What follows belongs to an exercise in optimizing a design on an open flow for small area, a short achievable clock period and few clock cycles per item; a production flow would make more cautious choices. In this exercise RTL edits were held to simulation tests only and were not proved equivalent to the original. Power and IR drop assume default switching activity.

## flow/design.v

```verilog
module jmp (
    input  wire        clk,
    input  wire        rst,           
    input  wire        load,
    input  wire [31:0] load_size,
    input  wire        start,
    input  wire        setq,
    input  wire [7:0]  setq_val,
    output wire        mem_re,
    output wire [31:0] mem_addr,
    input  wire [7:0]  mem_rdata,
    output wire        qt_we,
    output wire [10:0] qt_addr,
    output wire [7:0]  qt_wdata,
    output wire [15:0] status,
    output wire [31:0] size_o,
    output wire [7:0]  qfactor,
    output wire [31:0] offset_o,
    output wire [7:0]  width_blocks,
    output wire [7:0]  height_blocks,
    output wire [7:0]  type_o,
    output wire        precision,
    output wire [15:0] restart_interval,
    output wire [31:0] header_len,
    output wire [31:0] scan_off,
    output wire [31:0] scan_len
);
    localparam [2:0] ST_IDLE  = 3'd0,
                     ST_BUSY  = 3'd1,
                     ST_OK    = 3'd2,
                     ST_FAIL  = 3'd3,
                     ST_FAULT = 3'd4;
    localparam [5:0] C_NO_SOF        = 6'h10,
                     C_NO_DQT        = 6'h11,
                     C_ZERO_BLOCKS   = 6'h12,
                     C_SOF_SHORT     = 6'h13,
                     C_SOF_LENGTH    = 6'h14,
                     C_SOF_PRECISION = 6'h15,
                     C_SOF_DIMENSION = 6'h16,
                     C_SOF_NCOMP     = 6'h17,
                     C_SOF_SAMP_1ST  = 6'h18,
                     C_SOF_SAMP_OTH  = 6'h19,
                     C_SOF_QT_MISM   = 6'h1A,
                     C_SOF_REPEATED  = 6'h20,
                     C_SOS_TRUNC     = 6'h21,
                     C_SCAN_BEYOND   = 6'h22;
    localparam [4:0] S_SEARCH = 5'd0,    
                     S_CODE   = 5'd1,    
                     S_LHI    = 5'd2,    
                     S_LLO    = 5'd3,    
                     S_DQH    = 5'd4,    
                     S_DQT    = 5'd5,    
                     S_DQEND  = 5'd6,    
                     S_DQE2   = 5'd7,    
                     S_DRI2   = 5'd8,    
                     S_DRI3   = 5'd9,    
                     S_FIN0   = 5'd10,   
                     S_FIN    = 5'd11,   
                     S_FINS   = 5'd12,   
                     S_DQE0   = 5'd13,   
                     S_REJ    = 5'd14,   
                     S_RSR    = 5'd15,   
                     S_SOF2   = 5'd16;   
    localparam [2:0] K_SKIP = 3'd0,
                     K_SOF  = 3'd1,
                     K_DQT  = 3'd2,
                     K_DRI  = 3'd3,
                     K_SOS  = 3'd4;
    reg [2:0]  st;
    reg [5:0]  cause;
    reg [31:0] size;
    reg [7:0]  qf;
    reg [31:0] offset;
    reg        sof_found, dqt_found, sos_found, dri_found, eoi_seen;
    reg [7:0]  wb, hb;
    reg        t422;       
    reg        prec;
    reg [15:0] ri;
    reg [31:0] sl;
    reg        bsy;        
    reg [4:0]  ph;
    reg [2:0]  kind;
    reg [31:0] a;          
    reg [15:0] len;        
    reg [10:0] qa;         
    reg        fj;         
    reg        ci;         
    reg        wr;         
    reg        l_is4, l_is17, l_lt4;    
    reg [7:0]  d;          
    reg        p_live, p_v, p_b6;             
    reg [3:0]  p_or7;
    reg        d_live, d_v, d_f64, d_f128;    
    wire [32:0] cmp   = {1'b0, size} + {1'b0, ~a} + {32'd0, ci};
    wire        cmp_c = cmp[32];
    wire [8:0]  pp_m;
    wire [16:0] off_h1;
    jmp_add #(.W(8))  u_ppm (.a(offset[15:8]),  .b(mem_rdata), .ci(1'b0), .s(pp_m));
    jmp_add #(.W(16)) u_oh1 (.a(offset[31:16]), .b(16'd0),     .ci(1'b1), .s(off_h1));
    wire [31:0] pp = {pp_m[8] ? off_h1[15:0] : offset[31:16], pp_m[7:0], offset[7:0]};
    wire        pp_load = bsy && (ph == S_CODE || (ph == S_LHI && !d_live));
    wire [8:0]  jp_lo;
    wire [32:0] sl_h1;
    jmp_add #(.W(8))  u_jlo (.a(sl[7:0]),         .b(mem_rdata), .ci(1'b0), .s(jp_lo));
    jmp_add #(.W(32)) u_sh1 (.a({8'd0, sl[31:8]}), .b(32'd0),    .ci(1'b1), .s(sl_h1));
    wire [31:0] jp = {jp_lo[8] ? sl_h1[23:0] : sl[31:8], jp_lo[7:0]};
    wire [32:0] a_inc;
    jmp_add #(.W(32)) u_inc (.a(a), .b(32'd0), .ci(1'b1), .s(a_inc));
    wire [15:0] lfull = {len[15:8], d};
    wire        hd128   = (d[7:4] != 4'd0);
    wire        r_ge67  = (|len[15:7]) | (len[6] & ((|len[5:2]) | (len[1] & len[0])));
    wire        r_ge131 = (|len[15:8]) | (len[7] & ((|len[6:2]) | (len[1] & len[0])));
    wire        dq_fit  = hd128 ? (r_ge131 & d_f128) : (r_ge67 & d_f64);
    wire        dq_last = prec ? (&qa[6:0]) : (&qa[5:0]);
    wire        pend = (cause == 6'd0);
    wire        fin_ok    = sof_found && dqt_found && wb != 8'd0 && hb != 8'd0;
    wire [2:0]  fin_st    = fin_ok ? ST_OK : ST_FAIL;
    wire [5:0]  fin_cause = !sof_found ? C_NO_SOF :
                            !dqt_found ? C_NO_DQT :
                            fin_ok     ? 6'd0     : C_ZERO_BLOCKS;
    reg         jump;      
    reg         jump1;     
    reg         hold;      
    reg         a_zero;    
    always @(*) begin
        jump   = 1'b0;
        jump1  = 1'b0;
        hold   = 1'b0;
        a_zero = 1'b0;
        case (ph)
        S_LHI:    if (d_live && (kind == K_SKIP || kind == K_SOS)) jump1 = 1'b1;
        S_LLO:    if (kind == K_SOS) hold = 1'b1;
        S_DQE0:   jump = 1'b1;
        S_DQEND:  hold = 1'b1;
        S_REJ:    jump = 1'b1;
        S_RSR:    jump = 1'b1;
        S_FIN0:   begin jump = 1'b1; a_zero = 1'b1; end
        S_FIN, S_FINS: hold = 1'b1;
        default: ;
        endcase
    end
    always @(posedge clk) begin
        d      <= mem_rdata;
        p_live <= bsy && !jump && !jump1 && !hold;
        p_v    <= cmp_c;
        p_b6   <= cmp[6];
        p_or7  <= {|cmp[31:24], |cmp[23:16], |cmp[15:8], cmp[7]};
        d_live <= p_live && !jump;
        d_v    <= p_v;
        d_f64  <= p_v && ((|p_or7) || p_b6);
        d_f128 <= p_v && (|p_or7);
    end
    always @(posedge clk) begin
        if (ci)
            sl <= cmp[31:0];
        else if (pp_load)
            sl <= pp;
    end
    always @(posedge clk) begin
        if (rst) begin
            st   <= ST_IDLE;
            bsy  <= 1'b0;
            size <= 32'd0;
            qf   <= 8'd255;
            ph   <= S_SEARCH;
            ci   <= 1'b0;
            wr   <= 1'b0;
        end else if (!bsy) begin
            if (load) begin
                if (~&load_size[31:16] || ~|load_size[15:0]) begin
                    size <= load_size;
                    st   <= ST_IDLE;
                end
            end else if (start) begin
                st        <= ST_BUSY;
                bsy       <= 1'b1;
                ph        <= S_SEARCH;
                cause     <= 6'd0;
                offset    <= 32'd0;
                a         <= 32'd0;
                fj        <= 1'b1;
                sof_found <= 1'b0;
                dqt_found <= 1'b0;
                sos_found <= 1'b0;
                dri_found <= 1'b0;
                eoi_seen  <= 1'b0;
                prec      <= 1'b0;
                ri        <= 16'd0;
            end else if (setq) begin
                qf <= setq_val;
            end
        end else begin
            ci <= 1'b0;
            if (jump)
                a <= a_zero ? 32'd0 : offset;
            else if (jump1)
                a <= jp;
            else if (!hold)
                a <= a_inc[31:0];
            case (ph)
            S_SEARCH: begin
                if (d_live) begin
                    fj <= 1'b0;
                    if (!d_v) begin
                        if (!fj)
                            offset <= size;
                        ph <= S_FIN0;
                    end else if (d == 8'hFF) begin
                        offset <= a;             
                        ph     <= S_CODE;
                    end
                end
            end
            S_CODE: begin
                ph <= S_LHI;
                if (!d_v) begin
                    offset <= size;
                    ph     <= S_FIN0;
                end else if (d == 8'hC0) begin
                    kind <= K_SOF;
                    if (sof_found) begin
                        st    <= ST_FAULT;
                        bsy   <= 1'b0;
                        cause <= C_SOF_REPEATED;
                    end
                end else if (d == 8'hC4 || d == 8'hFE || d[7:4] == 4'hE) begin
                    kind <= K_SKIP;
                end else if (d == 8'hDA) begin
                    kind <= K_SOS;
                end else if (d == 8'hDB) begin
                    kind      <= K_DQT;
                    dqt_found <= 1'b1;
                end else if (d == 8'hDD) begin
                    kind <= K_DRI;
                end else begin
                    if (d == 8'hD9)
                        eoi_seen <= 1'b1;
                    ph <= S_SEARCH;
                end
            end
            S_LHI: begin
                if (d_live) begin
                    len[15:8] <= d;
                    ph        <= S_LLO;
                    if (kind == K_DQT)
                        offset <= jp;
                    if (kind == K_SOS)
                        ci <= 1'b1;
                end
            end
            S_LLO: begin
                len[7:0] <= d;
                l_is4    <= (lfull == 16'd4);
                l_is17   <= (lfull == 16'd17);
                l_lt4    <= (lfull < 16'd4);
                case (kind)
                K_SKIP: begin
                    if (!d_v) begin
                        offset <= size;
                        ph     <= S_FIN0;
                    end else begin
                        offset <= a;             
                        fj     <= 1'b1;
                        ph     <= S_SEARCH;
                    end
                end
                K_SOS: begin
                    if (!d_v) begin
                        st    <= ST_FAULT;
                        bsy   <= 1'b0;
                        cause <= C_SOS_TRUNC;
                    end else begin
                        ph <= S_FINS;
                    end
                end
                K_DQT: begin
                    if (!d_v || lfull < 16'd2) begin
                        offset <= size;
                        ph     <= S_FIN0;
                    end else begin
                        ph <= (lfull == 16'd2) ? S_SEARCH : S_DQH;
                    end
                end
                K_DRI: ph <= S_DRI2;
                default: begin       
                    if (lfull < 16'd17)
                        cause <= C_SOF_LENGTH;
                    ph <= S_SOF2;
                end
                endcase
            end
            S_DQH: begin
                if (!d_v) begin
                    offset <= size;
                    ph     <= S_FIN0;
                end else if (d[3:0] == 4'hF || !dq_fit) begin
                    ph <= S_DQE0;
                end else begin
                    qa   <= hd128 ? {d[3:0], 7'd0} : {1'b0, d[3:0], 6'd0};
                    prec <= hd128;
                    len  <= len - 16'd1;
                    ph   <= S_DQT;
                    wr   <= 1'b1;
                end
            end
            S_DQT: begin
                qa  <= qa + 11'd1;
                len <= len - 16'd1;
                if (dq_last) begin
                    ph <= (len == 16'd3) ? S_SEARCH : S_DQH;
                    wr <= 1'b0;
                end
            end
            S_DQE0: begin                    
                ph <= S_DQEND;
                ci <= 1'b1;
            end
            S_DQEND: ph <= S_DQE2;   
            S_REJ: begin                     
                kind <= K_SKIP;
                ph   <= S_LHI;
            end
            S_RSR: begin                     
                fj <= 1'b1;
                ph <= S_SEARCH;
            end
            S_FIN0: begin                    
                ph <= S_FIN;
                ci <= 1'b1;
            end
            S_DQE2: begin
                if (!p_v) begin
                    offset <= size;
                    ph     <= S_FIN0;
                end else begin
                    fj <= 1'b1;                  
                    ph <= S_SEARCH;
                end
            end
            S_DRI2: begin
                qa[7:0] <= d;
                ph      <= S_DRI3;
            end
            S_DRI3: begin
                ph <= S_SEARCH;
                if (!d_v || l_lt4) begin
                    ph <= S_RSR;                 
                end else begin
                    ri        <= {qa[7:0], d};
                    dri_found <= ({qa[7:0], d} != 16'd0);
                    if (!l_is4)
                        ph <= S_REJ;             
                end
            end
            S_FIN: begin
                bsy   <= 1'b0;
                st    <= fin_st;
                cause <= fin_cause;
            end
            S_FINS: begin
                bsy <= 1'b0;
                if (!p_v) begin
                    st    <= ST_FAULT;
                    cause <= C_SCAN_BEYOND;
                end else begin
                    sos_found <= 1'b1;
                    st        <= fin_st;
                    cause     <= fin_cause;
                end
            end
            default: begin
                ph <= ph + 5'd1;
                case (ph[3:0])
                5'd0: if (pend && d != 8'd8) cause <= C_SOF_PRECISION;
                5'd1: begin
                    hb[7:5] <= d[2:0];
                    if (pend && d[7:3] != 5'd0) cause <= C_SOF_DIMENSION;
                end
                5'd2: begin
                    hb[4:0] <= d[7:3];
                    if (pend && ((hb[7:5] == 3'd7 && d > 8'hF8) ||
                                 (hb[7:5] == 3'd0 && d == 8'd0)))
                        cause <= C_SOF_DIMENSION;
                end
                5'd3: begin
                    wb[7:5] <= d[2:0];
                    if (pend && d[7:3] != 5'd0) cause <= C_SOF_DIMENSION;
                end
                5'd4: begin
                    wb[4:0] <= d[7:3];
                    if (pend && ((wb[7:5] == 3'd7 && d > 8'hF8) ||
                                 (wb[7:5] == 3'd0 && d == 8'd0)))
                        cause <= C_SOF_DIMENSION;
                end
                5'd5: if (pend && d != 8'd3) cause <= C_SOF_NCOMP;
                5'd7: begin
                    t422 <= d[1];
                    if (pend && d != 8'h21 && d != 8'h22) cause <= C_SOF_SAMP_1ST;
                end
                5'd10: if (pend && d != 8'h11) cause <= C_SOF_SAMP_OTH;
                5'd11: qa[7:0] <= d;
                5'd13: if (pend && d != 8'h11) cause <= C_SOF_SAMP_OTH;
                5'd14: begin
                    ph <= S_SEARCH;
                    if (!d_v) begin
                        st    <= ST_FAIL;
                        bsy   <= 1'b0;
                        cause <= C_SOF_SHORT;
                    end else if (!pend) begin
                        st  <= ST_FAIL;
                        bsy <= 1'b0;
                    end else if (d != qa[7:0]) begin
                        st    <= ST_FAIL;
                        bsy   <= 1'b0;
                        cause <= C_SOF_QT_MISM;
                    end else begin
                        sof_found <= 1'b1;
                        if (!l_is17)
                            ph <= S_REJ;         
                    end
                end
                default: ;
                endcase
            end
            endcase
        end
    end
    assign mem_re   = bsy;
    assign mem_addr = a;
    assign qt_we    = wr && (st == ST_BUSY) && (qa[10:7] != 4'hF);
    assign qt_addr  = qa;
    assign qt_wdata = d;
    wire show = st[2] | st[1];
    assign status = {2'b00, cause & {6{show}},
                     {eoi_seen, dri_found, sos_found, dqt_found, sof_found} & {5{show}},
                     st};
    assign size_o           = size;
    assign qfactor          = qf;
    assign offset_o         = offset;
    assign width_blocks     = wb;
    assign height_blocks    = hb;
    assign type_o           = {1'b0, dri_found, 5'd0, t422};
    assign precision        = prec;
    assign restart_interval = ri;
    assign header_len       = a;
    assign scan_off         = a;
    assign scan_len         = sl;
endmodule
module jmp_add #(parameter W = 32) (
    input  wire [W-1:0] a,
    input  wire [W-1:0] b,
    input  wire         ci,
    output wire [W:0]   s
);
    localparam L = (W <= 8) ? 3 : (W <= 16) ? 4 : 5;    
    wire [W-1:0] p0 = a ^ b;
    wire [W-1:0] g0 = (a & b) | {{(W-1){1'b0}}, p0[0] & ci};
    wire [W-1:0] gu [0:L];
    wire [W-1:0] pu [0:L];
    assign gu[0] = g0;
    assign pu[0] = p0;
    genvar k, i;
    generate
        for (k = 0; k < L; k = k + 1) begin : up
            for (i = 0; i < W; i = i + 1) begin : b
                if (((i + 1) % (2 << k)) == 0) begin : c
                    assign gu[k+1][i] = gu[k][i] | (pu[k][i] & gu[k][i - (1 << k)]);
                    assign pu[k+1][i] = pu[k][i] & pu[k][i - (1 << k)];
                end else begin : n
                    assign gu[k+1][i] = gu[k][i];
                    assign pu[k+1][i] = pu[k][i];
                end
            end
        end
    endgenerate
    wire [W-1:0] gd [0:L];
    assign gd[0] = gu[L];
    generate
        for (k = 0; k < L; k = k + 1) begin : dn
            for (i = 0; i < W; i = i + 1) begin : b
                if ((L - 2 - k) >= 0 && i >= (3 << (L - 2 - k)) - 1 &&
                    ((i + 1 - (1 << (L - 2 - k))) % (2 << (L - 2 - k))) == 0) begin : c
                    assign gd[k+1][i] = gd[k][i] | (pu[L][i] & gd[k][i - (1 << (L - 2 - k))]);
                end else begin : n
                    assign gd[k+1][i] = gd[k][i];
                end
            end
        end
    endgenerate
    wire [W-1:0] c = gd[L];             
    assign s = {c[W-1], p0 ^ {c[W-2:0], ci}};
endmodule
```

## flow/constraint.sdc

```tcl
create_clock -name core_clock -period 8.0 [get_ports {clk}]
set_input_delay 1.6000 -clock core_clock [delete_from_list [all_inputs] [get_ports {clk}]]
set_output_delay 1.6000 -clock core_clock [all_outputs]
set_load 0.01 [all_outputs]
```

## flow/config.mk

```make
export PLATFORM = sky130hd
export DESIGN_NAME = jmp
export DESIGN_NICKNAME = jmp
export VERILOG_FILES = /design/flow/design.v
export SDC_FILE = /design/flow/constraint.sdc
export NUM_CORES = 4
export LEC_CHECK = 0
export CAP_MARGIN = 20
export CORE_MARGIN = 2
export CORE_UTILIZATION = 55
export CTS_BUF_LIST = sky130_fd_sc_hd__clkbuf_8
export PLACE_DENSITY = 0.65
export SETUP_SLACK_MARGIN = 4.9
export SLEW_MARGIN = 20
export TNS_END_PERCENT = 0
```

## flow/standard.sh

```bash
#!/bin/bash
# synth_recipe.tcl (not shown) runs the flow's synth.tcl, then flattens the netlist and writes it again
# the make line also repeats each setting of config.mk as NAME=value (left out here)
make -C /OpenROAD-flow-scripts/flow DESIGN_CONFIG=/design/flow/config.mk WORK_HOME=/design/flow/orfs CLKGATE_MAP_FILE= SYNTH_SCRIPT=/design/flow/synth_recipe.tcl "${@:-finish}"
```

## flow/flow/run.sh

```bash
#!/bin/bash
# The standard layout (the standard.sh: standard synthesis, floorplan, place, CTS, route,
# finish), with the I/O port buffers made from sky130_fd_sc_hd__buf_1 instead of the default
# cell buffer_ports picks. Every port still gets its own buffer.
set -euo pipefail
bash standard.sh "BUFFER_PORTS_ARGS=-buffer_cell sky130_fd_sc_hd__buf_1" finish > standard_make.log 2>&1
```

==> metrics.md, run 1 <==
| Metric | Value |
|---|---|
| Layout Nets | about 2.2k |
| Drt initial violations | 1,672 |
| Status | no timing/DRC/antenna violations |
| Via-per-instance ratio | between 6 and 7 |
| Final setup margin | 4.40 ns |
| Top cell type's share of synthesized area | around a third |
| Register bit total from synthesis | 245 |
| Layout cell share with drive strength beyond 1 | a little under an eighth |
| Cts bufs inserted | 43 |
| GP Congestion | 0.978 |
| Synth Cell Area | approximately 17,000 µm² |
| Drt drc | 0 |
| Post-Route WL | about 58,000 µm |
| CP arrival | between 3 and 4 ns |
| Register area | roughly 6700 µm² |
| Filler cell count | about 2.6k |
| Number of port buffers | between 300 and 400 |
| TritonRoute pass-1 iters | 6 |
| Initial antenna violation count | 1 |
| Hold Crit Class | reg2reg |
| Slew Viols, Final | 0 |
| Multi-input logic area | ~9200 µm² |
| Pin count of the biggest net entering global routing | slightly above 60 |
| Asr flop ratio synth | 0% |
| Post-route ant nets | 0 |
| Final setup viols | 0 |
| Hpwl dp | about 40,000 µm |
| TritonCTS clock tree | done |
| Gate count after technology mapping | around 1.8k |
| Commonest cells after routing, fill and taps aside | buf_1, nor2_1, edfxtp_1 |
| Yosys cell types | approximately 80 |
| Yosys warns | 4 |
| Die height | ~180 µm |
| Clock Latency Late Sink | ~0.57 ns |
| Crit Path Class | in2reg |
| Critical Path RT | approximately 8.3 ns |
| Worst-path clk slew | approximately 0.07 ns |
| Most common cell after layout, fill and taps aside | buf_1 |
| Endpoints failing hold | 0 |
| Largest family of logic cells by synthesized area | compound AO/OA/AOI/OAI gates |
| Diodes inserted | 0 |
| Unrepaired setup endpoints after global routing | true |
| Io pins | ~330 |
| Worst-margin pin slew | ~1.0 ns |
| Die area | between 30,000 and 40,000 µm² |
| Post-Synth Adder-Cell Area | 7.87% |
| Gr usage total | a little over a third |
| Max Cap Viol | 0 |
| Clock Path Buffers | 3 |
| Area leader, netlist | edfxtp_1 |
| Hold Path Cell Cnt | 2 |
| Vias in the first global route | approximately 15k |
| Die width | 179 µm |
| Num rows | 63 |
| Final Cycle Share | 45.0% |
| Starting Density | a little under three fifths |
| Peak VDD IR | around 0.00014 V |
| TNS Setup | 0 ns |
| # clock sinks | roughly 250 |
| Crit path max fanout | 5 |
| Grt ovf | 0 |
| Power density cells | ~180 nW/µm² |
| Area share of and/or/nand/nor cells after synthesis | between 10% and 20% |
| CTS root buf | clkbuf_8 |
| Skew final | approximately 0.017 ns |
| Register area share after synthesis | between 30% and 40% |
| Core area | ~30,000 µm² |
| Global-route wire length before repair | 86,800 µm |
| Fmax | around 280 MHz |
| H-tree depth | 2 |
| Period minus WS final | 3.60 ns |
| Vias | 15.7k |
| Crit start category | input port |
| Critical path capture point type | register |
| Synth Area in XOR/XNOR | under 10% |
| Area grow syn2layout | 15.8% |
| Avg Cell Area, Syn | 9.30 µm² |
| Post-synth EDFFs | ~180 |
| Pleak | between 7 and 8 nW |
| Compound-Gate Fraction of Synth Area | roughly 17% |
| Ys flop type | edfxtp_1 |
| Avg WL per Cell | 23.4 µm |
| R2R depth | 13 |
| Mux share of post-synthesis cell area | under 10% |
| Cells taking the most area after synthesis | edfxtp_1, dfxtp_1, ha_1, mux2i_1, nor2_1 |
| Slew HR | between 30% and 40% |
| Reg2Reg Setup Slack | 4.47 ns |
| Setup slack at placement | between 3 and 4 ns |
-- area by class of cell --
type | instances | area share [%]
Timing Repair Buffer | 384 | 9.29
Sequential cell | 245 | 34.3
Multi-Input combinational cell | 1304 | 47.5
Clock buffer | 55 | 3.90
Clock inverter | 25 | 0.883
Tap cell | 390 | 2.51
Inverter | 85 | 1.64
-- final timing paths --
check                                   from          to
worst max-delay path            mem_rdata[0]  offset[12]
worst min register to register        p_live      d_live
worst max register to register         ph[0]       a[14]
worst min-delay path                  p_live      d_live
-- where the power goes --
group / internal, mW / total, mW / switching [mW]
registers: 1.43 / 1.51 / 0.0820
clock network: 0.688 / 1.25 / 0.566
logic: 0.263 / 0.675 / 0.412
-- registers in the layout (all words and copies together), names as in the netlist, 8 cells and up --
signal / cells
hb: 8
sl: 32
ri: 16
qa: 11
wb: 8
size: 32
offset: 32
qf: 8
len: 16
a: 32
d: 8
-- synthesized netlist by cell type, drive strengths merged, types with 12 or more instances --
| library cell | number |
|---|---|
| ha | 91 |
| mux2i | 85 |
| a31oi | 20 |
| dfxtp | 70 |
| a221oi | 42 |
| nand2 | 124 |
| nand3 | 31 |
| and2 | 16 |
| nand4 | 25 |
| xor2 | 39 |
| a21boi | 16 |
| mux2 | 19 |
| nor2b | 27 |
| buf | 86 |
| nor3b | 12 |
| edfxtp | 175 |
| a21oi | 98 |
| and3 | 48 |
| a21o | 15 |
| nor2 | 182 |
| nor4 | 16 |
| a22oi | 31 |
| inv | 85 |
| nor3 | 39 |
| clkbuf | 90 |
| a211oi | 18 |
| xnor2 | 50 |
| o21ai | 120 |
-- timing repair --
item / 4_1_cts / 5_1_grt
endpoints found under the setup margin: 256 / 272
resized for setup: 60 / 29
buffers inserted: 22 / 7
pin swaps: 25 / 18
cloned: 2 / 1
hold buffers: 0 / 0
-- routing by layer --
metal,vias to the layer above,GRT usage (%),routed length (µm)
li1,7075,-,-
met1,7497,46.2,22800
met2,901,59.1,27300
met3,196,5.07,5170
met4,0,17.7,2960
met5,-,0,0
-- kinds of logic (layout without fill, tap and decap cells) --
group,Yosys count,count (layout)
adder cells (fa/ha/maj),100,100
other,1,8
XOR/XNOR,89,89
AND/OR/NAND/NOR,565,565
AO/OA/AOI/OAI,438,438
multiplexers,104,104
buffers and inverters,261,549
flip-flops,245,245
-- metrics by stage --
stage               hold WS, ns  utilization, %  std cells  cell area, µm²  power [mW]
finish                    0.423            65.2       2488           19400        3.44
global route              0.458            65.2       2488           19400        3.57
CTS                       0.422            64.6       2480           19200        3.42
detailed placement        0.407            60.0       2376           17900        2.13
global placement          0.394            60.0       2376           17900        2.12
floorplan                 0.329               -       1810           16900        1.94
-- worst max-delay path: stages --
cell and delay, ns:
buf_8 0.10, ha_4 0.14, fa_2 0.35, a21o_1 0.19, a21oi_4 0.17, o21bai_1 0.11
a21oi_2 0.19, o21bai_2 0.11, a21o_4 0.28, clkbuf_16 0.20, mux2i_2 0.20, o21ai_1 0.09
and3_1 0.17
Testbench counts, summed over its fixed seeds: cycles 78,442, items 320.
==> run 2: changes to the inputs <==
--- a/flow/config.mk
+++ b/flow/config.mk
@@ -8,8 +8,9 @@
 export CAP_MARGIN = 20
 export CORE_MARGIN = 2
 export CORE_UTILIZATION = 55
-export CTS_BUF_LIST = sky130_fd_sc_hd__clkbuf_8
+export CTS_BUF_LIST = sky130_fd_sc_hd__clkbuf_8 sky130_fd_sc_hd__clkbuf_16
+export CTS_CLUSTER_DIAMETER = 60
+export CTS_CLUSTER_SIZE = 24
 export PLACE_DENSITY = 0.65
-export SETUP_SLACK_MARGIN = 4.9
+export SETUP_SLACK_MARGIN = 4.3
 export SLEW_MARGIN = 20
-export TNS_END_PERCENT = 0
==> metrics.md, run 2 <==
| Metric | Value |
|---|---|
| Grt ovf | 0 |
| Crit path max fanout | 6 |
| Total Power | 3.54 mW |
| Peak VDD IR | approximately 0.00018 V |
| Crit Path Class | in2reg |
| Top post-synthesis cells by count | nor2_1, edfxtp_1, nand2_1 |
| Pin count of the biggest net entering global routing | 62 |
| Area leader, netlist | edfxtp_1 |
| Most common cell after layout, fill and taps aside | buf_1 |
| Status | no timing/DRC/antenna violations |
| Unrepaired setup endpoints after global routing | true |
| Cells taking the most area after synthesis | edfxtp_1, dfxtp_1, ha_1, mux2i_1, nor2_1 |
| Number of port buffers | 322 |
| Crit path cell chain | buf_8, ha_4, fa_2, a21o_1, a21oi_4, o21bai_2, a21oi_2, o21bai_4, a21o_4, clkbuf_16, a21boi_4, buf_4, nor2_1, o21ai_0 |
| # clock sinks | about 250 |
| Filler cell count | roughly 2.6k |
| Ys flop type | edfxtp_1 |
| Post-Route WL | roughly 58,000 µm |
| Register area share after synthesis | approximately two fifths |
| Critical-path top delay cell | fa_2 |
| Gr usage total | 34.9% |
| Via-per-instance ratio | roughly 6.3 |
| Global-route wire length before repair | approximately 85,000 µm |
| Commonest cells after routing, fill and taps aside | buf_1, nor2_1, edfxtp_1 |
| Layout cell share with drive strength beyond 1 | between 10% and 20% |
| TritonRoute pass-1 iters | 6 |
| Power density cells | 182 nW/µm² |
| GP Congestion | between 0.9 and 1 |
| Hpwl dp | 40,100 µm |
| Worst-margin pin slew | around 1.0 ns |
| Endpoints failing hold | 0 |
| Slew HR | about 33% |
| Layout Nets | 2,186 |
| Avg Cell Area, Syn | ~9.3 µm² |
| Die area | between 30,000 and 40,000 µm² |
| Placed insts | between 2k and 2.5k |
| Final Cycle Share | between 40% and 50% |
| CTS root buf | clkbuf_16 |
| Die height | roughly 180 µm |
| Top cell type's share of synthesized area | between 30% and 40% |
| Fmax | 271 MHz |
| Num rows | 63 |
| H-tree depth | 1 |
| Avg WL per Cell | roughly 24 µm |
| Critical path capture point type | register |
| Initial antenna violation count | 1 |
| Cts bufs inserted | 27 |
| Gate count after technology mapping | around 1.8k |
| Core area | ~30,000 µm² |
| Post-synth EDFFs | ~180 |
| Worst-path clk slew | around 0.08 ns |
| Finished Layout Cells | between 2k and 2.5k |
| Register bit total from synthesis | ~250 |
| Skew final | between 0.03 and 0.04 ns |
| Starting Density | between 50% and 60% |
| Vias in the first global route | between 10k and 15k |
| Yosys cell types | between 80 and 90 |
| Final setup viols | 0 |
| TNS Setup | 0 ns |
| Slew Viols, Final | 0 |
| Drt drc | 0 |
| Drt initial violations | 1,551 |
| Crit start category | input port |
| Clock Latency Late Sink | between 0.5 and 0.6 ns |
| Most frequent cell after synthesis | nor2_1 |
| TritonCTS clock tree | done |
| Io pins | 331 |
| Max Cap Viol | 0 |
| Hold buffer count at CTS | 0 |
| CP arrival | 4.10 ns |
| Period minus WS final | approximately 3.7 ns |
| Worst path max stage delay | about 0.34 ns |
| Vias | between 15k and 20k |
| Synth Cell Area | 16,800 µm² |
| Asr flop ratio synth | 0% |
| Clock Path Buffers | 3 |
| Pleak | 7.35 nW |
| Yosys warns | 4 |
| Post-route ant nets | 0 |
| Critical Path RT | 8.41 ns |
| Area grow syn2layout | 16.0% |
| Hold Crit Class | reg2reg |
| Die width | around 180 µm |
==> run 2: what timing repair did <==
| action | CTS | global route |
|---|---|---|
| cloned | 0 | 3 |
| pin swaps | 7 | 26 |
| buffers inserted | 9 | 11 |
| setup endpoints to repair | 129 | 111 |
| gates resized for setup | 26 | 70 |
==> run 2: worst paths after layout <==
path	to	slack [ns]	cells after the start	startpoint
worst max-delay path	a[15]	4.31	14	mem_rdata[0]
worst min-delay path	d_live	0.38	2	p_live
worst max register to register	st[0]	4.41	9	d[3]
worst min register to register	d_live	0.38	2	p_live
==> run 2: where the power goes <==
group	switching (mW)	internal [mW]	leakage [nW]
Clock	0.672	0.680	0.468
Sequential	0.0874	1.43	2.22
Combinational	0.413	0.258	4.67
Total	1.17	2.36	7.35
==> run 2: final cells by class <==
type | count | area [µm²] | area share (%)
diodes | 1 | 2.50 | 0.0129
clock buffers | 27 | 676 | 3.47
clock inverters | 23 | 294 | 1.51
inverters | 85 | 319 | 1.64
multi-input cells | 1304 | 9370 | 48.2
flip-flops and latches | 245 | 6660 | 34.3
well taps | 390 | 488 | 2.51
repair buffers | 370 | 1630 | 8.40
==> run 2: metal layers <==
metal / up-vias / GRT usage [%] / routed length [µm]
li1: 7028 / - / -
met5: - / 0 / 0
met3: 171 / 5.31 / 4930
met4: 0 / 14.7 / 2510
met1: 7462 / 44.5 / 22700
met2: 845 / 59.0 / 27700
==> run 2: cells by family after synthesis <==
family	after synthesis	share of synthesized area, %
buffers and inverters	261	7.55
adders and majority gates	100	7.87
and+or+nand+nor	565	16.4
DFF	245	39.7
AOI/OAI and AO/OA	438	17.4
xor gates and xnor gates	89	4.65
muxes	104	6.35
other	1	0.0224
==> run 2: worst max-delay path: cells and delay by family <==
family | cells | cell delay [ns]
AOI/OAI and AO/OA | 8 | 1.52
and+or+nand+nor | 1 | 0.03
buffers and inverters | 3 | 0.45
adders and majority gates | 2 | 0.49
==> run 2: through the flow <==
step	setup WS (ns)	hold slack (ns)	area, µm²	utilization, %
after floorplan	4.16	0.329	16900	-
after global placement	3.22	0.401	17800	59.9
after detailed placement	3.10	0.402	17800	59.9
after CTS	4.30	0.382	19000	63.6
after global routing	4.24	0.400	19400	65.3
final	4.31	0.383	19400	65.3
==> run 3: changes to the inputs <==
--- a/flow/config.mk
+++ b/flow/config.mk
@@ -8,9 +8,7 @@
 export CAP_MARGIN = 20
 export CORE_MARGIN = 2
 export CORE_UTILIZATION = 55
-export CTS_BUF_LIST = sky130_fd_sc_hd__clkbuf_8 sky130_fd_sc_hd__clkbuf_16
-export CTS_CLUSTER_DIAMETER = 60
-export CTS_CLUSTER_SIZE = 24
+export CTS_BUF_LIST = sky130_fd_sc_hd__clkbuf_8
 export PLACE_DENSITY = 0.65
 export SETUP_SLACK_MARGIN = 4.3
 export SLEW_MARGIN = 20
==> metrics.md, run 3 <==
| Metric | Value |
|---|---|
| Register bit total from synthesis | ~250 |
| Status | no timing/DRC/antenna violations |
| # clock sinks | 245 |
| Clock Latency Late Sink | just under 0.6 ns |
| Crit path cell chain | buf_6, ha_4, fa_2, a21o_1, a21oi_4, o21bai_2, a21oi_2, o21bai_4, a21o_4, clkbuf_16, mux2i_2, o211a_1, nor2_1 |
| Global-route wire length before repair | about 85,000 µm |
| Crit start category | input port |
| Post-route ant nets | 0 |
| Vias | between 15k and 20k |
| Post-synth EDFFs | between 150 and 200 |
| Avg WL per Cell | ~23 µm |
| Top post-synthesis cells by count | nor2_1, edfxtp_1, nand2_1 |
| Period minus WS final | ~3.7 ns |
| Ys flop type | edfxtp_1 |
| Crit Path Class | in2reg |
| Worst-margin pin slew | around 1 ns |
| Diodes inserted | 0 |
| Critical Path RT | about 8.3 ns |
| Cells taking the most area after synthesis | edfxtp_1, dfxtp_1, ha_1, mux2i_1, nor2_1 |
| Initial antenna violation count | 1 |
| Cts bufs inserted | 45 |
| H-tree depth | 2 |
| Core area | roughly 30,000 µm² |
| Num rows | 63 |
| Unrepaired setup endpoints after global routing | true |
| Die height | 179 µm |
| GP Congestion | about 0.96 |
| Register area share after synthesis | between 30% and 40% |
| Slew Viols, Final | 0 |
| TritonRoute pass-1 iters | 7 |
| Util after Layout | 64.9% |
| Yosys cell types | 82 |
| Gr usage total | between 30% and 40% |
| Die width | about 180 µm |
| Synth Cell Area | between 15,000 and 20,000 µm² |
| Grt ovf | 0 |
| CTS root buf | clkbuf_8 |
| Peak VDD IR | between 0.0001 and 0.00015 V |
| Skew final | about 0.018 ns |
| Area grow syn2layout | 15.3% |
| Final Cycle Share | a little under half |
| Power density cells | roughly 180 nW/µm² |
| Pleak | 7.41 nW |
| Clock Path Buffers | 3 |
| Hpwl dp | 40,100 µm |
| Endpoints failing hold | 0 |
| Max Cap Viol | 0 |
| Drt drc | 0 |
| Delay-heaviest family, CP | compound AO/OA/AOI/OAI gates |
| Layout cell share with drive strength beyond 1 | 10.6% |
| Avg Cell Area, Syn | 9.30 µm² |
| Critical path capture point type | register |
| Io pins | roughly 330 |
| Commonest cells after routing, fill and taps aside | buf_1, nor2_1, edfxtp_1 |
| Via-per-instance ratio | 6.37 |
| Yosys warns | 4 |
| Bufs and invs on worst path | 2 |
| Register area | 6660 µm² |
| Pin count of the biggest net entering global routing | 62 |
| Fmax | approximately 270 MHz |
| Most frequent cell after synthesis | nor2_1 |
| Top cell type's share of synthesized area | about a third |
| Slew HR | about a third |
| Final setup viols | 0 |
| Worst path max stage delay | 0.34 ns |
| Most common cell after layout, fill and taps aside | buf_1 |
| Layout Nets | around 2.2k |
| CP arrival | 3.98 ns |
| Crit path max fanout | 6 |
| Critical-path top delay cell | fa_2 |
| Post-Route WL | around 58,000 µm |
| Multi-input logic area | 9320 µm² |
| Asr flop ratio synth | 0% |
| Drt initial violations | between 1.5k and 2k |
| Die area | 31,900 µm² |
| Worst-path clk slew | approximately 0.070 ns |
| Filler cell count | ~2.6k |
| TNS Setup | 0 ns |
| Starting Density | between 50% and 60% |
| TritonCTS clock tree | done |
| Hold buffer count at CTS | 0 |
| Hold Crit Class | reg2reg |
| Area leader, netlist | edfxtp_1 |
| Vias in the first global route | approximately 15k |
| Number of port buffers | 322 |
| Gate count after technology mapping | approximately 1.8k |
## run 3: cell counts after synthesis
Identical to the previous run, type by type.
## run 3: cell type report
| class | instances | share of cell area [%] |
|---|---|---|
| Clock buffer | 54 | 3.84 |
| Sequential cell | 245 | 34.5 |
| Timing Repair Buffer | 368 | 8.35 |
| Multi-Input combinational cell | 1304 | 48.2 |
| Inverter | 85 | 1.65 |
| Clock inverter | 29 | 0.971 |
| Tap cell | 390 | 2.52 |
## run 3: metal layers
metal	GRT usage, %	routed length, µm	vias up
met5	0	0	-
met4	16.9	2820	0
met3	5.69	4810	189
met2	58.4	27700	921
met1	44.4	22800	7614
li1	-	-	7045
## run 3: worst reg2reg max path, delay by kind of cell, from the launching register on
kind	cells	cell delay, ns
AO/OA/AOI/OAI	5	1.84
flip-flops	1	0.53
AND/OR/NAND/NOR	4	1.11
## run 3: final timing paths
path / start / to / slack [ns] / cells past startpoint
max: mem_rdata[0] / offset[22] / 4.33 / 13
min: p_live / d_live / 0.39 / 2
max reg2reg: d[3] / st[0] / 4.36 / 9
min reg2reg: p_live / d_live / 0.39 / 2
## run 3: cells by family (layout without fill, tap and decap cells)
group                    count (synthesis)  in the layout  share of synthesized area, %
adder cells (fa/ha/maj)                100            100                          7.87
buffers and inverters                  261            536                          7.55
flip-flops                             245            245                          39.7
multiplexers                           104            104                          6.35
XOR/XNOR                                89             89                          4.65
other                                    1              8                        0.0224
AO/OA/AOI/OAI                          438            438                          17.4
AND/OR/NAND/NOR                        565            565                          16.4
## run 3: report_power, final
part | internal, mW | total (mW) | switching [mW] | leakage, nW
Clock | 0.680 | 1.25 | 0.566 | 0.557
Combinational | 0.255 | 0.666 | 0.411 | 4.64
Sequential | 1.43 | 1.52 | 0.0871 | 2.22
Total | 2.36 | 3.43 | 1.06 | 7.41
## run 3: timing repair
action                                  CTS  global route
buffers inserted                          9             9
gates cloned                              0             3
endpoints found under the setup margin  128           111
pin swaps                                 6            20
gates resized for setup                  21            62
## run 3: metrics by stage
stage          instance area, µm²  std cells  hold slack, ns  worst slack, ns  power [mW]
2_1_floorplan               16900       1810           0.329             4.16        1.94
3_3_place_gp                17800       2371           0.401             3.22        2.12
3_5_place_dp                17800       2371           0.402             3.10        2.13
4_1_cts                     18900       2463           0.402             4.31        3.38
5_1_grt                     19300       2475           0.411             4.24        3.54
6_report                    19300       2475           0.392             4.33        3.43
==> run 4: changes to the inputs <==
--- a/flow/config.mk
+++ b/flow/config.mk
@@ -8,7 +8,7 @@
 export CAP_MARGIN = 20
 export CORE_MARGIN = 2
 export CORE_UTILIZATION = 55
-export CTS_BUF_LIST = sky130_fd_sc_hd__clkbuf_8
 export PLACE_DENSITY = 0.65
-export SETUP_SLACK_MARGIN = 4.3
+export SETUP_SLACK_MARGIN = 4.6
 export SLEW_MARGIN = 20
+export TNS_END_PERCENT = 0
==> metrics.md, run 4 <==
| Metric | Value |
|---|---|
| Status | no timing/DRC/antenna violations |
| Clock share of power | approximately two fifths |
| Combinational share of power | between 15 and 20% |
| Global-route wire length before repair | roughly 86,000 µm |
| Critical Path RT | roughly 8.4 ns |
| Sw Share | a little under a third |
| Crit path max fanout | 6 |
| Initial antenna violation count | 3 |
| TritonCTS clock tree | done |
| Num rows | 63 |
| TNS Setup | 0 ns |
| H-tree depth | 1 |
| Gr usage total | a little over a third |
| Crit Path Class | in2reg |
| Die width | about 180 µm |
| Compound-Gate Fraction of Synth Area | around 17% |
| Die height | 179 µm |
| Cells taking the most area after synthesis | edfxtp_1, dfxtp_1, ha_1, mux2i_1, nor2_1 |
| Post-Route WL | between 50,000 and 60,000 µm |
| Clock Path Buffers | 3 |
| Grt ovf | 0 |
| Drt drc | 0 |
| Fmax | ~270 MHz |
| Yosys cell types | 82 |
| Post-synth EDFFs | 175 |
| CP arrival | 4.00 ns |
| Synth Cell Area | approximately 17,000 µm² |
| Number of port buffers | approximately 320 |
| Critical path capture point type | register |
| Hold Crit Class | reg2reg |
| NetSw | approximately 1.0 mW |
| Clock Latency Late Sink | ~0.57 ns |
| Slew Viols, Final | 0 |
| Slew HR | between 30% and 40% |
| Hold buffer count at CTS | 0 |
| Post-Synth Adder-Cell Area | 7.87% |
| Endpoints failing hold | 0 |
| Yosys warns | 4 |
| Final setup viols | 0 |
| Vias in the first global route | between 10k and 15k |
| Worst-margin pin slew | approximately 1.0 ns |
| Skew final | 0.0191 ns |
| Core area | between 20,000 and 30,000 µm² |
| Gate count after technology mapping | 1,803 |
| Most frequent cell after synthesis | nor2_1 |
| Commonest cells after routing, fill and taps aside | buf_1, nor2_1, edfxtp_1 |
| Pleak | around 7.3 nW |
| Area share of and/or/nand/nor cells after synthesis | around 16% |
| CTS root buf | clkbuf_16 |
| Top cell type's share of synthesized area | about a third |
| Drt initial violations | approximately 1.8k |
| Largest family of logic cells by synthesized area | compound AO/OA/AOI/OAI gates |
| Mux share of post-synthesis cell area | ~6.4% |
| Post-route ant nets | 0 |
| Via-per-instance ratio | roughly 6.3 |
| Pint | 2.44 mW |
| Hpwl dp | slightly below 40,000 µm |
| Synth Area in XOR/XNOR | 4.65% |
| Pin count of the biggest net entering global routing | between 60 and 70 |
| Max Cap Viol | 0 |
| Register bit total from synthesis | 245 |
| Peak VDD IR | between 0.00015 and 0.0002 V |
| TritonRoute pass-1 iters | 6 |
| Io pins | approximately 330 |
| # clock sinks | approximately 250 |
| Unrepaired setup endpoints after global routing | true |
| Period minus WS final | around 3.6 ns |
| Layout cell share with drive strength beyond 1 | 9.65% |
| Ys flop type | edfxtp_1 |
| Vias | around 16k |
| Avg Cell Area, Syn | roughly 9.3 µm² |
| Asr flop ratio synth | 0% |
| Layout Nets | about 2.2k |
| Crit start category | input port |
| Post-DP Area | approximately 18,000 µm² |
| Diodes inserted | 0 |
| Register area share after synthesis | around two fifths |
| Starting Density | 56.3% |
| Final Cycle Share | between 40% and 50% |
| Worst-path clk slew | ~0.07 ns |
| Cts bufs inserted | 29 |
| Power density cells | ~180 nW/µm² |
| Most common cell after layout, fill and taps aside | buf_1 |
| Area leader, netlist | edfxtp_1 |
| Register share of total power | roughly 43% |
| Die area | approximately 32,000 µm² |
| GP Congestion | approximately 0.95 |
| Avg WL per Cell | 23.5 µm |
| Area grow syn2layout | 14.6% |
| Top post-synthesis cells by count | nor2_1, edfxtp_1, nand2_1 |
| Layout Cell Area excl Fill | just under 20,000 µm² |
-- run 4: final timing paths --
kind / from / end / slack (ns) / depth (start not counted)
worst max-delay path: mem_rdata[0] / offset[19] / 4.35 / 12
worst min register to register: p_live / d_live / 0.41 / 2
worst min-delay path: p_live / d_live / 0.41 / 2
worst max register to register: d_v / st[0] / 4.43 / 7
-- run 4: per-stage QoR --
stage                     setup slack [ns]  total power, mW  hold slack, ns  cells  util [%]
final                                 4.35             3.48           0.411   2452      64.4
after global routing                  4.33             3.59           0.438   2452      64.4
after CTS                             4.41             3.47           0.411   2444      64.0
after detailed placement              2.96             2.12           0.401   2371      59.7
after global placement                3.07             2.11           0.395   2371      59.7
after floorplan                       3.95             1.93           0.329   1810         -
-- run 4: worst max-delay path, stage by stage --
cell and delay (ns):
clkbuf_2 0.10, ha_2 0.19, fa_2 0.35, a21o_1 0.19
a21oi_4 0.17, o21bai_1 0.10, a21oi_2 0.22, o21bai_4 0.15
a21o_4 0.32, a21boi_2 0.17, o21ai_0 0.10, a221oi_1 0.32
-- run 4: logic make-up (layout without fill, tap and decap cells) --
| family | after synthesis | count (layout) |
|---|---|---|
| xor+xnor | 89 | 89 |
| compound gates | 438 | 441 |
| buf+inv | 261 | 510 |
| fa+ha+maj | 100 | 100 |
| other cells | 1 | 8 |
| flops | 245 | 245 |
| simple gates | 565 | 565 |
| mux | 104 | 104 |
-- run 4: final cells by class --
type | count | area [µm²]
clock buffer | 38 | 800
sequential | 245 | 6660
timing repair buffer | 371 | 1600
tap | 390 | 488
fill | 2595 | 10600
clock inverter | 16 | 146
inverter | 85 | 319
multi-input combinational | 1307 | 9190
-- run 4: power by group through the flow --
stage / Combinational (mW) / Sequential (mW) / Clock, mW
after CTS: 0.625 / 1.51 / 1.34
after global placement: 0.579 / 1.54 / 0
after global routing: 0.696 / 1.52 / 1.38
after floorplan: 0.411 / 1.52 / 0
final: 0.643 / 1.51 / 1.33
after detailed placement: 0.586 / 1.54 / 0
-- run 4: repair_timing --
action                                  CTS  global route
gates cloned                              3             0
pin swaps                                19            17
endpoints found under the setup margin  178           191
resized for setup                        47            22
buffers inserted                         16             8
-- run 4: per-layer routing --
layer  track usage (%)  vias up  routed length [µm]
met2              57.9      884               27200
li1                  -     7018                   -
met5                 0        -                   7
met1              46.1     7432               22900
met3              5.12      167                4990
met4              16.6        2                2610
==> run 5: changes to the inputs <==
--- a/flow/config.mk
+++ b/flow/config.mk
@@ -7,8 +7,9 @@
 export LEC_CHECK = 0
 export CAP_MARGIN = 20
 export CORE_MARGIN = 2
-export CORE_UTILIZATION = 55
-export PLACE_DENSITY = 0.65
+export CORE_UTILIZATION = 65
+export CTS_BUF_LIST = sky130_fd_sc_hd__clkbuf_8
+export PLACE_DENSITY = 0.75
 export SETUP_SLACK_MARGIN = 4.6
 export SLEW_MARGIN = 20
 export TNS_END_PERCENT = 0
==> metrics.md, run 5 <==
| Metric | Value |
|---|---|
| Power density cells | between 150 and 200 nW/µm² |
| Endpoints failing hold | 0 |
| Yosys warns | 4 |
| Synth Cell Area | about 17,000 µm² |
| Gate count after technology mapping | 1,803 |
| Number of port buffers | about 320 |
| Max Cap Viol | 0 |
| Status | no timing/DRC/antenna violations |
| Num rows | slightly below 60 |
| Hold buffer count at CTS | 0 |
| Avg WL per Cell | approximately 24 µm |
| Asr flop ratio synth | 0% |
| Drt drc | 0 |
| Critical path capture point type | register |
| Layout cell share with drive strength beyond 1 | 10.3% |
| Vias | roughly 16k |
| Gr usage total | 40.4% |
| Peak VDD IR | approximately 0.00023 V |
| Pin count of the biggest net entering global routing | just over 60 |
| Top cell type's share of synthesized area | about a third |
| Cts bufs inserted | 43 |
| Drt initial violations | just over 2k |
| Util after Layout | 75.8% |
| CTS root buf | clkbuf_8 |
| Ys flop type | edfxtp_1 |
| Area grow syn2layout | 14.2% |
| Finished Layout Cells | roughly 2.4k |
| Global-route wire length before repair | around 84,000 µm |
| Die width | 165 µm |
| Cell repeated most along the worst path | a21oi_4 |
| Via-per-instance ratio | 6.70 |
| GP Congestion | ~0.97 |
| Fmax | between 200 and 300 MHz |
| Final setup margin | around 4.3 ns |
| Most common cell after layout, fill and taps aside | buf_1 |
| Crit path cell chain | buf_1, ha_2, fa_2, a21o_1, a21oi_4, o21bai_1, a21oi_2, o21bai_4, a21oi_4, buf_12, buf_4, xnor2_1, nand2_1, a221oi_2 |
| Initial antenna violation count | 1 |
| Hpwl dp | roughly 39,000 µm |
| Hold slack final | about 0.44 ns |
| Cells taking the most area after synthesis | edfxtp_1, dfxtp_1, ha_1, mux2i_1, nor2_1 |
| Critical Path RT | roughly 8.4 ns |
| Hold Crit Class | reg2reg |
| Clock Latency Late Sink | approximately 0.59 ns |
| Final Cycle Share | between 40% and 50% |
| Post-synth EDFFs | between 150 and 200 |
| TNS Setup | 0 ns |
| Clock Path Buffers | 3 |
| Layout Cell Area excl Fill | 19,100 µm² |
| Critical-path top delay cell | fa_2 |
| Placed insts | 2,309 |
| Crit start category | input port |
| Worst-path clk slew | ~0.060 ns |
| Io pins | ~330 |
| Top post-synthesis cells by count | nor2_1, edfxtp_1, nand2_1 |
| Crit Path Class | in2reg |
| Skew final | 0.0456 ns |
| Commonest cells after routing, fill and taps aside | buf_1, nor2_1, edfxtp_1 |
| Post-DP Area | roughly 18,000 µm² |
| Layout Nets | approximately 2.2k |
| Pleak | 7.38 nW |
| Most frequent cell after synthesis | nor2_1 |
| TritonCTS clock tree | done |
| Yosys cell types | 82 |
| TritonRoute pass-1 iters | 9 |
| Final setup viols | 0 |
| Die area | about 27,000 µm² |
| Post-route ant nets | 0 |
| Core area | about 25,000 µm² |
| Total Power | ~3.4 mW |
| Worst path max stage delay | 0.35 ns |
| Area leader, netlist | edfxtp_1 |
| Post-Route WL | 57,000 µm |
| Period minus WS final | 3.69 ns |
| Grt ovf | 0 |
| Register area share after synthesis | 39.7% |
| Setup slack at placement | between 2 and 3 ns |
| Slew Viols, Final | 0 |
| Filler cell count | ~1.9k |
| Vias in the first global route | ~15k |
| Die height | ~160 µm |
| Starting Density | between 60% and 70% |
| H-tree depth | 2 |
| Unrepaired setup endpoints after global routing | true |
| Avg Cell Area, Syn | ~9.3 µm² |
| Register bit total from synthesis | about 250 |
| Crit path max fanout | 5 |
| CP arrival | between 4 and 5 ns |
| Worst-margin pin slew | 0.980 ns |
| Slew HR | about a third |
| # clock sinks | roughly 250 |
==> run 5: changes by cell type in the layout (fill, tap and decap cells not counted), moves of 8 or more <==
cell	previous run	this run
clkbuf_16	29	0
o21ai_1	12	20
nor3b_1	11	1
inv_1	83	101
clkbuf_8	4	54
nor3b_2	1	10
==> run 5: power breakdown <==
part | internal (mW) | switching (mW)
clock network | 0.644 | 0.553
registers | 1.43 | 0.0881
logic | 0.247 | 0.406
total | 2.32 | 1.05
==> run 5: path summary, 6_finish.rpt <==
path	startpoint	end	slack [ns]	cells after the start
worst max-delay path	mem_rdata[0]	offset[8]	4.31	14
worst min-delay path	p_b6	d_f64	0.44	1
worst max register to register	a[0]	sl[30]	4.33	14
worst min register to register	p_b6	d_f64	0.44	1
==> run 5: area by class of cell <==
type                            instances  area (µm²)  share of cell area, %
Inverter                               85         319                   1.67
Timing Repair Buffer                  367        1600                   8.36
Tap cell                              330         413                   2.16
Antenna cell                            1        2.50                 0.0131
Clock inverter                         26         150                  0.785
Sequential cell                       245        6660                   34.8
Multi-Input combinational cell       1308        9250                   48.3
Clock buffer                           54         743                   3.88
==> run 5: timing repair <==
item,4_1_cts,5_1_grt
endpoints found under the setup margin,191,227
pin swaps,21,11
cloned,4,1
gates resized for setup,54,29
setup buffers,19,2
hold endpoints to repair,0,0
==> run 5: critical path, delay by kind of cell <==
| kind | cells | cell delay (ns) |
|---|---|---|
| buf+inv | 3 | 0.39 |
| fa+ha+maj | 2 | 0.54 |
| compound gates | 7 | 1.33 |
| xor+xnor | 1 | 0.13 |
| simple gates | 1 | 0.10 |
==> run 5: logic make-up (layout without fill, tap and decap cells) <==
logic type               Yosys count  after routing  share of synthesized area (%)
AO/OA/AOI/OAI                    438            441                           17.4
XOR/XNOR                          89             89                           4.65
adder cells (fa/ha/maj)          100            100                           7.87
buffers and inverters            261            532                           7.55
flip-flops                       245            245                           39.7
multiplexers                     104            104                           6.35
other                              1              9                         0.0224
AND/OR/NAND/NOR                  565            566                           16.4
==> run 5: routing by layer <==
| layer | GRT usage, % | wire length (µm) | part of all wire (%) | vias up |
|---|---|---|---|---|
| li1 | - | - | - | 7066 |
| met1 | 49.6 | 20200 | 36 | 7667 |
| met2 | 66.4 | 26700 | 47 | 1167 |
| met3 | 6.86 | 6310 | 11 | 286 |
| met4 | 25.2 | 3740 | 6.6 | 0 |
| met5 | 0 | 0 | 0 | - |
==> run 6: changes to the inputs <==
==> flow/flow/run.sh (replaced) <==
#!/bin/bash
# The standard layout (the standard.sh: standard synthesis, floorplan, place, CTS, route,
# finish), with two changes to how it is built:
#  - the I/O port buffers are sky130_fd_sc_hd__buf_1 instead of the cell buffer_ports picks
#    by default; every port still gets its own buffer;
#  - clock tree synthesis inserts no dummy loads.
set -euo pipefail
bash standard.sh \
  "BUFFER_PORTS_ARGS=-buffer_cell sky130_fd_sc_hd__buf_1" \
  "CTS_ARGS=-sink_clustering_enable -repair_clock_nets -dont_use_dummy_load -sink_clustering_size 24 -sink_clustering_max_diameter 80 -buf_list sky130_fd_sc_hd__clkbuf_16" \
  finish > standard_make.log 2>&1
--- a/flow/config.mk
+++ b/flow/config.mk
@@ -7,9 +7,9 @@
 export LEC_CHECK = 0
 export CAP_MARGIN = 20
 export CORE_MARGIN = 2
-export CORE_UTILIZATION = 65
+export CORE_UTILIZATION = 55
 export CTS_BUF_LIST = sky130_fd_sc_hd__clkbuf_8
-export PLACE_DENSITY = 0.75
+export PLACE_DENSITY = 0.65
 export SETUP_SLACK_MARGIN = 4.6
 export SLEW_MARGIN = 20
 export TNS_END_PERCENT = 0
==> metrics.md, run 6 <==
| Metric | Value |
|---|---|
| Fmax | 268 MHz |
| Die height | 179 µm |
| Layout cell share with drive strength beyond 1 | about 9% |
| Vias in the first global route | 14.5k |
| Avg WL per Cell | ~24 µm |
| Status | no timing/DRC/antenna violations |
| Clock Latency Late Sink | roughly 0.52 ns |
| Final setup margin | roughly 4.3 ns |
| Pint | roughly 2 mW |
| Layout Cell Area excl Fill | approximately 19,000 µm² |
| Slew HR | 28.3% |
| Worst reg2reg startpoint | a[0] |
| Reg2Reg Setup Slack | approximately 4.4 ns |
| NetSw | just over 0.9 mW |
| Min-delay src | p_live |
| TritonRoute pass-1 iters | 6 |
| H-tree depth | 1 |
| Starting Density | 56.3% |
| Die width | about 180 µm |
| Hold slack final | about 0.44 ns |
| Critical Path RT | approximately 8.3 ns |
| Sw Share | a little under a third |
| Layout Nets | approximately 2.2k |
| Register share of total power | a little over 50% |
| Asr flop ratio synth | 0% |
| Post-route ant nets | 0 |
| Endpoints failing hold | 0 |
| Io pins | between 300 and 400 |
| Slew Viols, Final | 0 |
| Avg Cell Area, Syn | 9.30 µm² |
| Crit start category | input port |
| Yosys warns | 4 |
| Ys flop type | edfxtp_1 |
| Final setup viols | 0 |
| Diodes inserted | 0 |
| Skew final | around 0.059 ns |
| GP Congestion | 0.947 |
| Hpwl dp | 39,500 µm |
| Drt drc | 0 |
| Pleak | around 7.1 nW |
| Clock Path Buffers | 3 |
| Top post-synthesis cells by count | nor2_1, edfxtp_1, nand2_1 |
| TritonCTS clock tree | done |
| Cells taking the most area after synthesis | edfxtp_1, dfxtp_1, ha_1, mux2i_1, nor2_1 |
| Setup slack at placement | ~3.0 ns |
| Period minus WS final | approximately 3.7 ns |
| Synth Cell Area | between 15,000 and 20,000 µm² |
| Area grow syn2layout | 11.9% |
| Hold Crit Class | reg2reg |
| Worst-margin pin slew | 1.07 ns |
| Initial antenna violation count | 2 |
| Power density cells | 159 nW/µm² |
| Area leader, netlist | edfxtp_1 |
| Post-synth EDFFs | roughly 180 |
| Global-route wire length before repair | approximately 85,000 µm |
| Register bit total from synthesis | 245 |
| Crit Path Class | in2reg |
| CP arrival | roughly 4.1 ns |
| Most common cell after layout, fill and taps aside | buf_1 |
| Max Cap Viol | 0 |
| R2R depth | 14 |
| Vias | 15.5k |
| Util after Layout | between 60% and 70% |
| Most frequent cell after synthesis | nor2_1 |
| CTS root buf | clkbuf_16 |
| Post-Route WL | 57,300 µm |
| Grt ovf | 0 |
| Crit path max fanout | 5 |
| Top cell type's share of synthesized area | around a third |
| Yosys cell types | 82 |
| Critical path capture point type | register |
| TNS Setup | 0 ns |
| Clock share of power | around 28% |
| Number of port buffers | ~320 |
| Gate count after technology mapping | 1,803 |
| Register area share after synthesis | between 30% and 40% |
| Drt initial violations | 1,672 |
| Via-per-instance ratio | approximately 6.4 |
| Core area | just under 30,000 µm² |
| Commonest cells after routing, fill and taps aside | buf_1, nor2_1, edfxtp_1 |
| Critical Path Start | load_size[9] |
| Cts bufs inserted | 17 |
| # clock sinks | 245 |
| Num rows | 63 |
| Worst-path clk slew | approximately 0.080 ns |
| Die area | approximately 32,000 µm² |
| Pin count of the biggest net entering global routing | 62 |
| Post-DP Area | 17,800 µm² |
| Gr usage total | between 30% and 40% |
| Hold Path Cell Cnt | 2 |
| Final Cycle Share | between 40% and 50% |
| Combinational share of power | 21.7% |
| Peak VDD IR | roughly 0.00023 V |
| Unrepaired setup endpoints after global routing | true |
## run 6: path summary, 6_finish.rpt
kind                    to
setup / recovery     st[0]
hold / removal      d_live
setup reg to reg  p_or7[2]
hold reg to reg     d_live
## run 6: cells by family after synthesis
logic type / share of synthesized area, %
AOI/OAI and AO/OA: 17.4
xor gates and xnor gates: 4.65
adders and majority gates: 7.87
buffers and inverters: 7.55
DFF: 39.7
muxes: 6.35
other: 0.0224
and+or+nand+nor: 16.4
## run 6: critical path, cell delays in order
cell and delay, ns:
buf_1 0.14, nor4_1 0.74, nand4_1 0.31, a21oi_1 0.28
o21ai_0 0.20, a21oi_1 0.48, o2111a_1 0.27, nor3_1 0.04
## run 6: final cells by class
cell class | instances | area, µm²
timing repair buffer | 375 | 1640
sequential | 245 | 6660
multi-input combinational | 1307 | 9230
fill | 2633 | 11000
inverter | 85 | 319
tap | 390 | 488
clock buffer | 17 | 425
## run 6: power by group through the flow
stage	registers, mW	logic [mW]	clock network (mW)
2_1_floorplan	1.52	0.411	0
3_3_place_gp	1.54	0.579	0
3_5_place_dp	1.54	0.586	0
4_1_cts	1.51	0.623	0.828
5_1_grt	1.52	0.699	0.861
6_report	1.51	0.646	0.817
## run 6: timing repair
action	4_1_cts	5_1_grt
pin swaps	24	31
hold buffers	0	0
gates cloned	3	0
endpoints found under the setup margin	179	202
setup buffers	18	10
gates resized for setup	55	37
## run 6: layer usage
layer,GRT usage [%],vias up,routed length [µm]
li1,-,6973,-
met1,45.9,7500,23000
met2,58.4,831,27500
met3,4.62,149,4710
met4,14.7,2,2150
met5,0,-,7
## run 6: stage by stage
step	instances	total power, mW
finish	2419	2.97
global route	2419	3.08
CTS	2409	2.96
detailed placement	2371	2.12
global placement	2371	2.11
floorplan	1810	1.93
==> run 7: changes to the inputs <==
--- a/flow/flow/run.sh
+++ b/flow/flow/run.sh
@@ -7,5 +7,5 @@
 set -euo pipefail
 bash standard.sh \
   "BUFFER_PORTS_ARGS=-buffer_cell sky130_fd_sc_hd__buf_1" \
-  "CTS_ARGS=-sink_clustering_enable -repair_clock_nets -dont_use_dummy_load -sink_clustering_size 24 -sink_clustering_max_diameter 80 -buf_list sky130_fd_sc_hd__clkbuf_16" \
+  "CTS_ARGS=-sink_clustering_enable -repair_clock_nets -dont_use_dummy_load -buf_list sky130_fd_sc_hd__clkbuf_8" \
   finish > standard_make.log 2>&1
==> metrics.md, run 7 <==
| Metric | Value |
|---|---|
| Register share of total power | approximately half |
| Critical Path RT | between 8 and 9 ns |
| Final setup viols | 0 |
| Global-route wire length before repair | around 86,000 µm |
| Register area share after synthesis | 39.7% |
| Number of port buffers | ~320 |
| Commonest cells after routing, fill and taps aside | buf_1, nor2_1, edfxtp_1 |
| Vias in the first global route | roughly 15k |
| Synth Area in XOR/XNOR | roughly 4.7% |
| Power density cells | 166 nW/µm² |
| Filler cell count | roughly 2.6k |
| Compound-Gate Fraction of Synth Area | 17.4% |
| Avg WL per Cell | roughly 24 µm |
| Gr usage total | 35.5% |
| Via-per-instance ratio | between 6 and 7 |
| Mux share of post-synthesis cell area | roughly 6.4% |
| Crit start category | input port |
| Final setup margin | around 4.4 ns |
| Skew final | 0.0765 ns |
| Ys flop type | edfxtp_1 |
| Largest family of logic cells by synthesized area | compound AO/OA/AOI/OAI gates |
| Starting Density | between 50% and 60% |
| Cells taking the most area after synthesis | edfxtp_1, dfxtp_1, ha_1, mux2i_1, nor2_1 |
| Grt ovf | 0 |
| Drt drc | 0 |
| Yosys cell types | 82 |
| Clock share of power | between 30 and 40% |
| Final Cycle Share | about 45% |
| Pin count of the biggest net entering global routing | slightly above 60 |
| Peak VDD IR | 0.000123 V |
| Area leader, netlist | edfxtp_1 |
| Cts bufs inserted | 44 |
| Endpoints failing hold | 0 |
| Period minus WS final | approximately 3.6 ns |
| Status | no timing/DRC/antenna violations |
| Die width | roughly 180 µm |
| Unrepaired setup endpoints after global routing | true |
| TritonRoute pass-1 iters | 6 |
| Crit Path Class | in2reg |
| CP arrival | approximately 3.9 ns |
| Most common cell after layout, fill and taps aside | buf_1 |
| Die area | approximately 32,000 µm² |
| Layout cell share with drive strength beyond 1 | around a tenth |
| Post-synth EDFFs | about 180 |
| Post-Synth Adder-Cell Area | approximately 7.9% |
| Asr flop ratio synth | 0% |
| Slew Viols, Final | 0 |
| TritonCTS clock tree | done |
| Drt initial violations | 1,544 |
| Vias | 15.6k |
| Crit path max fanout | 6 |
| Register bit total from synthesis | between 200 and 250 |
| Core area | just under 30,000 µm² |
| Layout Nets | approximately 2.2k |
| Initial antenna violation count | 3 |
| Clock Path Buffers | 3 |
| Hold Crit Class | reg2reg |
| Max Cap Viol | 0 |
| Clock Latency Late Sink | 0.59 ns |
| Worst-path clk slew | around 0.060 ns |
| H-tree depth | 2 |
| Reg2Reg Setup Slack | around 4.4 ns |
| Pleak | approximately 7.1 nW |
| Most frequent cell after synthesis | nor2_1 |
| Critical path capture point type | register |
| Io pins | around 330 |
| Hpwl dp | 39,500 µm |
| CTS root buf | clkbuf_8 |
| Die height | around 180 µm |
| Slew HR | about a third |
| Worst-margin pin slew | roughly 1 ns |
| Top cell type's share of synthesized area | roughly a third |
| Yosys warns | 4 |
| Diodes inserted | 0 |
| GP Congestion | ~0.95 |
| Hold buffer count at CTS | 0 |
| Pint | 2.16 mW |
| Combinational share of power | 20.5% |
| Avg Cell Area, Syn | between 9 and 10 µm² |
| Post-route ant nets | 0 |
| Hold slack final | around 0.34 ns |
| Area share of and/or/nand/nor cells after synthesis | around 16% |
| Fmax | between 200 and 300 MHz |
| Area grow syn2layout | 12.6% |
| NetSw | between 0.9 and 1 mW |
| TNS Setup | 0 ns |
| Gate count after technology mapping | ~1.8k |
| Synth Cell Area | approximately 17,000 µm² |
| Post-Route WL | approximately 58,000 µm |
| Num rows | 63 |
| # clock sinks | 245 |
| Top post-synthesis cells by count | nor2_1, edfxtp_1, nand2_1 |
| Sw Share | a little under a third |
| Setup slack at placement | roughly 3.0 ns |
==> run 7: changes by cell type in the layout (fill, tap and decap cells not counted), sizes merged <==
cell,change
clkbuf,+27
buf,-8
==> run 7: through the flow <==
step | power, mW | util, % | instances | instance area, µm²
finish | 3.13 | 63.3 | 2438 | 18900
global route | 3.24 | 63.3 | 2438 | 18900
CTS | 3.12 | 62.9 | 2436 | 18800
detailed placement | 2.12 | 59.7 | 2371 | 17800
global placement | 2.11 | 59.7 | 2371 | 17800
floorplan | 1.93 | - | 1810 | 16800
==> run 7: path summary, 6_finish.rpt <==
path	startpoint	end	depth (start not counted)
worst max-delay path	mem_rdata[0]	offset[30]	12
worst min-delay path	p_live	d_live	2
worst min register to register	p_live	d_live	2
worst max register to register	a[0]	p_or7[2]	14
==> run 7: power groups by stage <==
stage	Clock (mW)	Sequential (mW)	Combinational [mW]
5_1_grt	1.03	1.52	0.696
3_3_place_gp	0	1.54	0.579
3_5_place_dp	0	1.54	0.586
2_1_floorplan	0	1.52	0.411
4_1_cts	0.982	1.51	0.626
6_report	0.969	1.52	0.642
==> run 7: cell type report <==
type,count,area (µm²),area share (%)
clock buffer,44,606,3.21
inverter,85,319,1.69
multi-input combinational,1307,9220,48.9
tap,390,488,2.59
sequential,245,6660,35.3
timing repair buffer,367,1580,8.37
==> run 7: logic make-up (layout without fill, tap and decap cells) <==
family,Yosys count,count (layout)
other,1,8
buffers and inverters,261,496
AO/OA/AOI/OAI,438,441
multiplexers,104,104
adder cells (fa/ha/maj),100,100
XOR/XNOR,89,89
AND/OR/NAND/NOR,565,565
flip-flops,245,245
==> run 7: per-layer routing <==
layer  global-route usage, %  vias up  share of wire (%)
li1                        -     7019                  -
met1                    46.1     7505                 40
met2                    57.7      862                 47
met3                    5.48      171                8.3
met4                    17.4        0                4.8
met5                       0        -                  0
==> run 7: worst max-delay path: stages <==
cell and delay, ns:
buf_6 0.10, ha_4 0.15, fa_2 0.34, a21o_1 0.19, a21oi_4 0.17, o21bai_1 0.11, a21oi_2 0.23, o21bai_4 0.17
a21o_4 0.33, mux2i_1 0.21, o21ai_0 0.10, and3_1 0.20
==> run 7: timing repair <==
item / in CTS / in global routing
setup endpoints to repair: 178 / 182
pin swaps: 22 / 19
gates cloned: 3 / 0
setup buffers: 18 / 2
gates resized for setup: 54 / 24

[separate check: timing with driven ports]
How much do the figures lean on ideal ports? The routed layouts below were timed once more, with nothing changed but the port constraints. Step 1 assumes that a clkbuf_16 drives the clock port and a buf_2 every other input. Step 2 adds t to the input delays and takes it off the output delays; t is the mean of the earliest and latest rising clock arrival at the registers after step 1. Input paths then give back, and output paths get back, about the clock's delay inside the block. Slacks: ideal ports / drivers / drivers and shift; pairs: ideal ports / drivers.
run	t (ns)	slack for setup (ns)	cell pins on the clock port's net
run 1	0.615	4.399 / 4.402 / 3.787	1
run 2	0.621	4.310 / 4.326 / 3.704	1
run 3	0.635	4.332 / 4.350 / 3.715	1
run 4	0.609	4.354 / 4.384 / 3.774	1
run 5	0.611	4.305 / 4.333 / 3.722	1
run 6	0.544	4.274 / 4.305 / 3.761	1
run 7	0.600	4.372 / 4.391 / 3.792	1
After both steps setup and hold are still met in every run listed. For run 3, which loses most, drivers alone change the setup slack by +0.018 ns; drivers and shift together by -0.617 ns.
